Source: an optimization exercise on an open RTL-to-GDS flow (aim: small area, a short achievable clock period and few clock cycles per item). Production flows keep margins and buffers that such runs may drop.
RTL that was checked went through simulation tests only; none was proved equivalent to the original.
Function not checked in run 2: the RTL went through the layout flow alone.

==> flow/design.v, too long to show whole: its modules and the start of the top module <==
// module nco_waveform: 2230 lines
// module fa_cell: 4 lines
// module ha_cell: 4 lines
module nco_waveform (
    input  wire        clk,
    input  wire        rst,         
    input  wire        in_valid,
    output wire        in_ready,
    input  wire [31:0] p_in,
    input  wire [31:0] gain_in,
    input  wire [2:0]  wave_in,
    input  wire [31:0] rng_in,
    output reg         out_valid,
    output reg  [31:0] y_out,
    output reg  [31:0] rng_out
);
  // ...
==> flow/flow/run.sh <==
#!/bin/bash
# Layout: the standard flow (standard.sh, all steps unchanged), with the input and
# output port buffers that placement inserts made from sky130_fd_sc_hd__buf_2 cells.
# The make output goes to standard.log; ORFS's own per-step logs stay under orfs/logs/.
set -euo pipefail
export BUFFER_PORTS_ARGS="-buffer_cell sky130_fd_sc_hd__buf_2"
bash standard.sh finish > standard.log 2>&1
==> flow/standard.sh <==
#!/bin/bash
# synth_recipe.tcl (not shown) runs the flow's synth.tcl, then flattens the netlist and writes it again
# the make line also repeats each setting of config.mk as NAME=value (left out here)
make -C /OpenROAD-flow-scripts/flow DESIGN_CONFIG=/design/flow/config.mk WORK_HOME=/design/flow/orfs CLKGATE_MAP_FILE= SYNTH_SCRIPT=/design/flow/synth_recipe.tcl "${@:-finish}"
==> flow/config.mk <==
export PLATFORM = sky130hd
export DESIGN_NAME = nco_waveform
export DESIGN_NICKNAME = nco_waveform
export VERILOG_FILES = /design/flow/design.v
export SDC_FILE = /design/flow/constraint.sdc
export NUM_CORES = 4
export LEC_CHECK = 0
export CAP_MARGIN = 50
export CORE_MARGIN = 2
export CORE_UTILIZATION = 50
export CTS_CLUSTER_DIAMETER = 100
export CTS_CLUSTER_SIZE = 30
export SLEW_MARGIN = 70
export SYNTH_HIERARCHICAL = 1
==> flow/constraint.sdc <==
create_clock -name core_clock -period 22.0 [get_ports {clk}]
set_input_delay 4.4000 -clock core_clock [delete_from_list [all_inputs] [get_ports {clk}]]
set_output_delay 4.4000 -clock core_clock [all_outputs]
set_load 0.01 [all_outputs]
==> results.txt, run 1 <==
* Cts hold-fix bufs at 0
* Starting Density at about 50%
* Sequential share of the synthesized area at roughly 28%
* Mux cell area share after synthesis at 4.14%
* Combinational family with the most area after synthesis: adder cells
* Levels on crit path at 15
* Slowest CP cell: fa_1
* H-tree levels at 2
* Via Count at approximately 34000
* Non-clk buf share at ~3.2%
* Most numerous cell in the Yosys netlist: dfxtp_1
* Final nets at roughly 5700
* Status: complete, no violations
* Multi-input gate area at approximately 0.034 mm2
* Post-CTS Setup Inserts at 0
* Worst-path cell chain: buf_4 -> clkinv_1 -> nor2_1 -> fa_1 -> fa_1 -> fa_1 -> fa_1 -> fa_1 -> fa_1 -> ha_1 -> nor2b_1 -> o21ai_0 -> nand2b_1 -> a21oi_1 -> o41ai_1
* R2r endpoint: ci4
* Final WL at between 100000 and 150000 um
* DIE WIDTH at around 310 um
* Final HPWL from detailed placement at 95200 um
* Routed wire per std cell at between 20 and 25 um
* Clock network area share at 2.12%
Testbench counts, summed over its fixed seeds: cycles 3,256, items 3,200.
==> run 2, diff against run 1 <==
--- a/flow/design.v
+++ b/flow/design.v
@@ -518,22 +518,23 @@
     wire [25:0] rb_ra = {rb138, rb136, rb134, rb132, rb130, rb128, rb126, rb124, rb122, rb120, rb118, rb116, rb114, rb112, rb110, rb108, rb106, rb104, rb102, rb100, rb98, rb96, rb94, a1[2], a1[1], rb0};
     wire [25:0] rb_rb = {rb137, rb135, rb133, rb131, rb129, rb127, rb125, rb123, rb121, rb119, rb117, rb115, rb113, rb111, rb109, rb107, rb105, rb103, rb101, rb99, rb97, rb95, a1[0], rb1, a1[0], 1'b0};
     wire [25:0] b_r0 = rb_ra + rb_rb;                   
     wire        b_c  = !b_r0[25];
     wire [24:0] b_sh  = a1 >> s_rp1;
     wire        b_g   = a1[s_rp1 - 3'd1];
     wire        b_lo1 = (s_rp1 == 3'd1) || (s_rp1 == 3'd2 && a1[0]) ||
                         (s_rp1 == 3'd3 && (&a1[1:0])) || (s_rp1 == 3'd4 && (&a1[2:0]));
-    wire [24:0] tn_n   = a1[24:0] + {24'd0, up1};
-    wire [23:0] tn_x   = tn_n[23:0];
-    wire        flip1  = is_tri1 ? tn_n[24] : sqf1;
-    wire [23:0] tn_mag = tn_x[23] ? {1'b0, tn_x[22:0]} : (24'h800000 - {1'b0, tn_x[22:0]});
-    wire        tn_z   = (tn_x == 24'h800000);
-    wire        tn_s   = !tn_z && (!tn_x[23] ^ flip1);
+    wire        tn_c23 = up1 & (&a1[22:0]);             
+    wire        tn_x23 = a1[23] ^ tn_c23;                
+    wire        flip1  = is_tri1 ? (a1[24] ^ (a1[23] & tn_c23)) : sqf1;    
+    wire [23:0] tn_mag = {1'b0, a1[22:0] ^ {23{!a1[23]}}} + {23'd0, up1 ^ !a1[23]};
+    wire        tn_z   = (a1[23] && (a1[22:0] == 23'd0) && !up1) ||
+                         (!a1[23] && tn_c23);                          
+    wire        tn_s   = !tn_z && (!tn_x23 ^ flip1);
     reg [24:0] a2;                        
     reg        c2, g2r, lo2, z2, sg2, is_saw2, nanp2;
     reg [7:0]  evb2;
     reg [31:0] g2, r2;
     reg        gnz2;
     always @(posedge clk) begin
         gnz2    <= gnz1;
         a2      <= is_saw1 ? b_sh : {1'b0, tn_mag};
==> flow/run.sh (new file) <==
#!/bin/bash
# synth_recipe.tcl (not shown) runs the flow's synth.tcl, then flattens the netlist and writes it again
# the make line also repeats each setting of config.mk as NAME=value (left out here)
make -C /OpenROAD-flow-scripts/flow DESIGN_CONFIG=/design/flow/config.mk WORK_HOME=/design/flow/orfs CLKGATE_MAP_FILE= SYNTH_SCRIPT=/design/flow/synth_recipe.tcl finish
removed: flow/flow/run.sh
removed: flow/standard.sh
==> results.txt, run 2 <==
* Commonest non-fill, non-tap cell in the layout: fa_1
* Final Cell Area at about 0.052 mm2
* Slowest CP cell: clkdlybuf4s50_1
* Area share of the leading cell type in the synthesized netlist at 29.0%
* Largest net degree at the start of global routing at between 50 and 60
* Clk sinks at between 600 and 700
* H-tree levels at 2 (unchanged)
* Fmax at between 0.15 and 0.2 GHz
* Buffers & Inverters on Critical Path at 1
* Starting Density at 50.7% (+0.49 points)
* Reg area at 0.0138 mm2
* Number of remaining DRC errors at 0
* GR Overflow Total at 0
* Synth top area cells: dfxtp_1 (29%), fa_1 (28%), and2_1 (7.4%)
* Mapped Cells at ~4500
* Worst hold path type: reg2reg
* Reg2Reg Setup Slack at between 15000 and 20000 ps
* Detailed Routing Iterations Pass 1 at 5
* Cell taking the most area after synthesis: dfxtp_1
* End-of-flow core utilization at ~56%
* Synthesis-stage register bit count at 687
* Levels on crit path at 1 (-14)
* Final HPWL from detailed placement at 92700 um (-2.7%)
* CP max FO at 1
* Layout cells sized above 1 at roughly 8.6%
* Overall routing resource usage at between 20% and 30%
* Critical Path Sink Type: primary output
* Syn nets at about 5500
* R2r endpoint: a1[22]
* Final worst setup slack at approximately 16000 ps
* Reg-to-reg startpoint: p0[1]
* CP top delay family: buffers and inverters
* DIE WIDTH at 312 um (-0.90%)
* Io pins at 168
* Primary FF master, synth: dfxtp_1
* Port-buffer cells at around 170
* Final setup fails at 0
* Max Slew Vio Count at 0
* Worst setup path startpoint: rng_out[30]
* Clock buffer depth at 3
* Most frequent cells in the layout: fa_1 (657), dfxtp_1 (630), and2_1 (559), nand2_1 (273), nor2_1 (252)
* First-pass GRT wire length at 199000 um
* Multi-input gate area at 0.0329 mm2 (-3.0%)
* Final worst path period share at about 27%
* CP Data Required Time at roughly 18000 ps
* Finished Layout Cells at just under 6000
* Syn-to-layout area delta at 10.6%
* Synthesized area at roughly 0.047 mm2
* CTS tree: yes
* Syn_area_per_cell at 10.5 um2
* RSZ-0062 raised after global routing: false
* Root buffer cell: clkbuf_16
* Row cnt at approximately 110
* R2R depth at 17
* Max-cap violations at 0
* Final hold viol count at 0
* Core Area at ~0.094 mm2
* Status: complete, no violations
* Synth unique cells at 97
* # fillers at between 8000 and 9000
* Final WL at 127000 um (-3.1%)
* Number of vias per cell at 5.66
* Worst-path cell chain: clkdlybuf4s50_1
* Yosys Warn Count at 7
* Crit path largest cell delay at ~550 ps
* Placer Congestion at roughly 0.9
* Post-route ant nets at 0
* Post-place setup slack at ~16000 ps
* Crit path kind: reg2out
* Cts hold-fix bufs at 0 (unchanged)
* Skew final at 39.5 ps
* Placement Cell Area at 0.0510 mm2
* Asr flop ratio synth at 0%
* Cts repair resizes at 0
* Post-CTS Setup Inserts at 0 (unchanged)
* Via Count at 33071 (-3.4%)
* Vias in the first global route at approximately 34000
* Minimum clock period at between 5000 and 6000 ps
* Crit path capture: rng_out[30]
* Sequential share of the synthesized area at 29.0% (+0.53 points)
* Routed wire per std cell at 21.7 um (-0.38%)
* Final nets at 5546 (-2.5%)
* Number of synthesized flops with an enable pin at 0
* Top cell types by occurrence after synthesis: dfxtp_1 (687), fa_1 (657), and2_1 (559)
* CP arrival at 1580 ps
* Initial antenna violation count at 3
* Startpoint Class: register
* Clk Latency, worst-skew pair at ~630 ps
* Total negative slack at 0 ps
* Initial drt markers at between 2000 and 2500
* Die area at approximately 0.097 mm2
* Die H at 312 um
* Cell Count Post-Placement at between 5000 and 6000
* Reg clk slew, reported paths at around 110 ps
* CTS Buf Count at 35
* Most numerous cell in the Yosys netlist: dfxtp_1
[run 2: cell types whose count changed in the layout (fill, tap and decap cells not counted), sizes merged, moves of 14 or more]
cell / previous run / this run
nor2: 229 / 259
o21ai: 222 / 190
buf: 270 / 89
and2: 542 / 560
clkdlybuf4s50: 0 / 167
nand2: 313 / 274
nor3: 93 / 79
nand3: 77 / 56
[run 2: modules after synthesis, one instance, submodules excluded]
module | copies in the design | flops+latches | cell area, um2
fa_cell | 647 | 0 | 20.0
ha_cell | 55 | 0 | 12.5
nco_waveform | 1 | 687 | 33800
[run 2: per-layer routing]
layer,wire [um],track usage (%),share of wire (%),vias up
li1,-,-,-,15260
met1,53600,34.7,42,16531
met2,61000,44.1,48,1042
met3,7160,3.42,5.6,238
met4,5120,9.72,4.0,0
met5,0,0,0,-
[run 2: worst min path at each step]
| stage | start | endpoint | slack [ps] | cells after the start |
|---|---|---|---|---|
| floorplan | s_evb1[0] | evb2[0] | 310 | 0 |
| global placement | g2[19] | g3[19] | 310 | 0 |
| detailed placement | g2[0] | g3[0] | 310 | 0 |
| CTS | g1[25] | g2[25] | 320 | 0 |
| global route | g1[25] | g2[25] | 310 | 0 |
| finish | g1[25] | g2[25] | 320 | 0 |
[run 2: cell type report]
class | count | area share (%)
multi-input cells | 3437 | 62.7
flip-flops and latches | 687 | 26.4
repair buffers | 258 | 4.57
well taps | 1254 | 2.99
clock buffers | 37 | 1.70
inverters | 151 | 1.09
clock inverters | 16 | 0.560
diodes | 1 | 0.00477
[run 2: stage by stage]
step / hold WS (ps)
2_1_floorplan: 310
3_3_place_gp: 310
3_5_place_dp: 312
4_1_cts: 315
5_1_grt: 315
6_report: 321
[run 2: logic make-up (layout without fill, tap and decap cells)]
logic type               count (synthesis)  count (layout)  share of synthesized area [%]
AND/OR/NAND/NOR                       1461            1461                           16.4
XOR/XNOR                               223             223                           4.44
multiplexers                           152             152                           3.66
AO/OA/AOI/OAI                          726             726                           9.82
other                                    1               2                        0.00791
buffers and inverters                  385             462                           3.17
adder cells (fa/ha/maj)                874             874                           33.5
flip-flops                             687             687                           29.0

[afterwards: timing with drivers on the ports]
Ports are ideal in the flow. The routed layouts listed here were re-timed in OpenROAD. Step 1: set_driving_cell puts a clkbuf_16 on clk and a buf_2 on each other input, an assumption about the parent block. Step 2 adds t to the input delays and takes it off the output delays; t is the mean of the earliest and latest rising clock arrival at the registers after step 1. Input paths then give back, and output paths get back, about the clock's delay inside the block. a / b / c = no drivers / after step 1 / after step 2; a / b = the first two.
run	shift t [ns]	setup WS [ns]	slew at the worst register clock pin (ns)	pins driven straight from the clock port
run 1	0.674	16.378 / 16.378 / 16.378	0.11 / 0.11	1
run 2	0.686	16.024 / 15.953 / 16.241	0.11 / 0.11	1
After both steps setup and hold are still met in every run listed.
